Context: an optimization exercise on an open-source flow, tuned for small area, a short achievable clock period and few clock cycles. The choices shown serve that exercise and are no tape-out recipe. RTL that was checked went through simulation tests only; none was proved equivalent to the original. Power is estimated from default activity; no workload was simulated.

==> inputs of 03-01 <==
Design vs_layout, start of the top module:
module vs_layout (
    input  wire        clk,
    input  wire        rst,
    input  wire        start,
    input  wire [4:0]  fmt,
    input  wire [14:0] w,
    input  wire [14:0] h,
    output reg         done,
    output wire [3:0]  errcode,    
    output wire [1:0]  nplanes,
    output wire [31:0] total,
    output wire [14:0] p0_w, p1_w, p2_w,
    output wire [14:0] p0_h, p1_h, p2_h,
    output wire [16:0] p0_stride, p1_stride, p2_stride,
    output wire [31:0] p0_offset, p1_offset, p2_offset,
    output wire [31:0] p0_size, p1_size, p2_size,
    output wire [1:0]  p0_role, p1_role, p2_role
);
Settings: LEC_CHECK=0, ABC_AREA=1, CAP_MARGIN=20, CORE_MARGIN=2, CORE_UTILIZATION=68, SETUP_SLACK_MARGIN=5, SLEW_MARGIN=20; clock period 14.0 ns.
standard.sh (not shown) runs the stock make flow with config.mk's settings and CLKGATE_MAP_FILE= SYNTH_SCRIPT=/design/flow/synth_recipe.tcl, a recipe that flattens the netlist after the stock synthesis.
==> flow/flow/run.sh <==
#!/bin/bash
# The standard layout, with the port buffers made of the plain buffer
# sky130_fd_sc_hd__buf_1 instead of ORFS's default choice (a delay cell),
# and timing repair aiming at a setup slack of 6.2 ns.
set -euo pipefail
cd "$(dirname "$0")/.."
export BUFFER_PORTS_ARGS="-buffer_cell sky130_fd_sc_hd__buf_1"
bash standard.sh SETUP_SLACK_MARGIN=6.2 finish > standard_flow.log 2>&1
==> 09-08 (differences from 03-01) <==
- CORE_UTILIZATION: 68 -> 60
==> comparison <==
- Between 09-08 and 03-01, the lower global-route usage is in 09-08 (gap 3.1 points).
- Combinational power is about the same in 03-01 and 09-08.
- Against 03-01, the sequential share of layout area of 09-08 is lower by 0.16 points.
- Sequential power is about the same in 03-01 and 09-08.
- Clock-buffer cell count: 09-08 is higher than 03-01 (2).
- In 03-01 the final cell count is smaller than in 09-08, by 2.0%.
- Maximum frequency is about the same in 09-08 and 03-01.
- In synthesized area, 03-01 and 09-08 do not differ.
- In sequential cell count, 09-08 and 03-01 do not differ.
- Between 03-01 and 09-08, the lower critical path depth is in 03-01 (gap 3).
No functional check of the RTL was part of any run of this note.

---

==> inputs of build 54 <==
Another version of the RTL of vs_layout (not shown whole).
Settings: LEC_CHECK=0, ABC_AREA=1, CAP_MARGIN=20, CORE_MARGIN=2, CORE_UTILIZATION=60, PLACE_DENSITY=0.72, SETUP_SLACK_MARGIN=5, SLEW_MARGIN=20; clock period 14.0 ns.
==> flow/flow/run.sh <==
#!/bin/bash
# The standard layout, with the port buffers made of the plain buffer
# sky130_fd_sc_hd__buf_1 instead of ORFS's default choice (a delay cell),
# and timing repair aiming at a setup slack of 6.4 ns.
set -euo pipefail
cd "$(dirname "$0")/.."
export BUFFER_PORTS_ARGS="-buffer_cell sky130_fd_sc_hd__buf_1"
bash standard.sh SETUP_SLACK_MARGIN=6.4 finish > standard_flow.log 2>&1
==> build 57: changes against build 54 <==
==> flow/flow/run.sh (replaced) <==
#!/bin/bash
# The standard layout, with the port buffers made of the plain buffer
# sky130_fd_sc_hd__buf_1 instead of ORFS's default choice (a delay cell).
set -euo pipefail
cd "$(dirname "$0")/.."
export BUFFER_PORTS_ARGS="-buffer_cell sky130_fd_sc_hd__buf_1"
bash standard.sh > standard_flow.log 2>&1
Settings changed: PLACE_DENSITY 0.72 to unset.
==> build 21: changes against build 54 <==
==> flow/flow/run.sh (replaced) <==
#!/bin/bash
# The standard layout, with the port buffers made of the plain buffer
# sky130_fd_sc_hd__buf_1 instead of ORFS's default choice (a delay cell).
set -euo pipefail
cd "$(dirname "$0")/.."
export BUFFER_PORTS_ARGS="-buffer_cell sky130_fd_sc_hd__buf_1"
bash standard.sh > standard_flow.log 2>&1
Settings changed: ABC_AREA 1 to unset, PLACE_DENSITY 0.72 to unset, SETUP_SLACK_MARGIN 5 to 3.
==> trial 51: changes against build 54 <==
Settings changed: CTS_CLUSTER_DIAMETER set to 120, CTS_CLUSTER_SIZE set to 40, PLACE_DENSITY 0.72 to unset.
==> summary of the runs <==
In build 54 the sequential power is smaller than in build 21, by about 2%. Clock-buffer cell count: trial 51 is lower than build 54 (2). Synthesized cell count: trial 51 is higher than build 21 (about 28%). Sequential share of layout area, highest first: build 21, build 57, trial 51, build 54. In flip-flop and latch count, build 57 and build 21 do not differ. Design area: build 54 is larger than build 21 (11%). Via count: build 21 < build 57 < trial 51 < build 54. Non-clock buffer count: build 57 < build 21 < trial 51 < build 54. Global-route usage: build 21 is lower than build 54 (2.4 points). Hold slack: build 21 > build 54 > trial 51 > build 57.
==> figures <==
Clock period minus worst slack: build 54 7.46 ns; build 21 9.21 ns; build 57 8.48 ns; trial 51 7.47 ns
Post-Syn Area per Cell: build 54 6.92 um2; build 21 8.40 um2; build 57 6.92 um2; trial 51 6.92 um2
Horizontal extent of the die: build 54 190 um; build 21 186 um; build 57 190 um; trial 51 190 um
Timing-limited maximum frequency: build 54 134 MHz; build 21 109 MHz; build 57 118 MHz; trial 51 134 MHz
Area taken by multi-input logic gates: build 54 15,600 um2; build 21 14,600 um2; build 57 14,800 um2; trial 51 15,600 um2
Inserted tap cell count: build 54 455; build 21 442; build 57 455; trial 51 455
Kind of start point of the critical path: build 54 input port; build 21 register; build 57 register; trial 51 register
Total of fill cells in the finished design: build 54 3,102; build 21 2,979; build 57 3,233; trial 51 3,093
Critical path depth: build 54 23; build 21 24; build 57 24; trial 51 23
Total length of routed met3 wires: build 54 4300 um; build 21 3970 um; build 57 4320 um; trial 51 4020 um
Net Sw Power: build 54 3000 uW; build 21 2530 uW; build 57 2790 uW; trial 51 3040 uW
Adder and majority cell fraction of the synthesized area: build 54 30.6%; build 21 32.2%; build 57 30.6%; trial 51 30.6%
Commonest non-fill, non-tap cell in the layout: build 54 nand2_1; build 21 buf_1; build 57 nand2_1; trial 51 nand2_1
Result of the run: build 54 no timing/DRC/antenna violations; build 21 no timing/DRC/antenna violations; build 57 no timing/DRC/antenna violations; trial 51 no timing/DRC/antenna violations
Die footprint: build 54 36,300 um2; build 21 34,400 um2; build 57 36,300 um2; trial 51 36,300 um2
Crit path capture: build 54 qc[14]; build 21 p2_offset[31]; build 57 p2_offset[29]; trial 51 total[28]
Maximum number of pins on one net before global-route repair: build 54 77; build 21 103; build 57 52; trial 51 52
Total iterations of the first detailed-routing run: build 54 8; build 21 7; build 57 7; trial 51 5
Post-CTS sizing: build 54 75; build 21 0; build 57 0; trial 51 69
Share of the synthesized area in compound gates (AO/OA/AOI/OAI): build 54 9.58%; build 21 14.2%; build 57 9.58%; trial 51 9.58%
Placeable core area: build 54 34,400 um2; build 21 32,500 um2; build 57 34,400 um2; trial 51 34,400 um2
Testbench counts of build 54, summed over its fixed seeds: cycles 3,200.
Testbench counts of build 57, summed over its fixed seeds: cycles 3,200.
Testbench counts of build 21, summed over its fixed seeds: cycles 3,200.
Testbench counts of trial 51, summed over its fixed seeds: cycles 3,200.

what the ideal ports hide:
How much do the figures lean on ideal ports? The routed layouts below were timed once more, with nothing changed but the port constraints. Step 1 (the two cells are an assumption about what drives the block):
set clk [get_ports {clk}]
set_driving_cell -lib_cell sky130_fd_sc_hd__clkbuf_16 $clk
set_driving_cell -lib_cell sky130_fd_sc_hd__buf_2 [delete_from_list [all_inputs] $clk]
Step 2 adds t to the input delays and takes it off the output delays; t is the mean of the earliest and latest rising clock arrival at the registers after step 1. Input paths then give back, and output paths get back, about the clock's delay inside the block. Slacks: no drivers / after step 1 / after step 2; pairs: no drivers / after step 1.
run | t (ns) | slack for setup (ns) | latest minus earliest clock arrival (ns) | worst data-port slew with drivers (ns)
03-01 | 0.483 | 6.356 / 6.307 / 5.908 | 0.011 / 0.011 | 0.03
09-08 | 0.484 | 6.354 / 6.303 / 6.013 | 0.016 / 0.015 | 0.04
build 54 | 0.479 | 6.543 / 6.511 / 6.095 | 0.015 / 0.015 | 0.04
build 57 | 0.494 | 5.520 / 5.469 / 5.564 | 0.021 / 0.021 | 0.03
build 21 | 0.475 | 4.794 / 4.742 / 5.024 | 0.012 / 0.012 | 0.05
trial 51 | 0.490 | 6.532 / 6.481 / 6.119 | 0.020 / 0.020 | 0.03
After both steps every run listed still meets setup and hold.
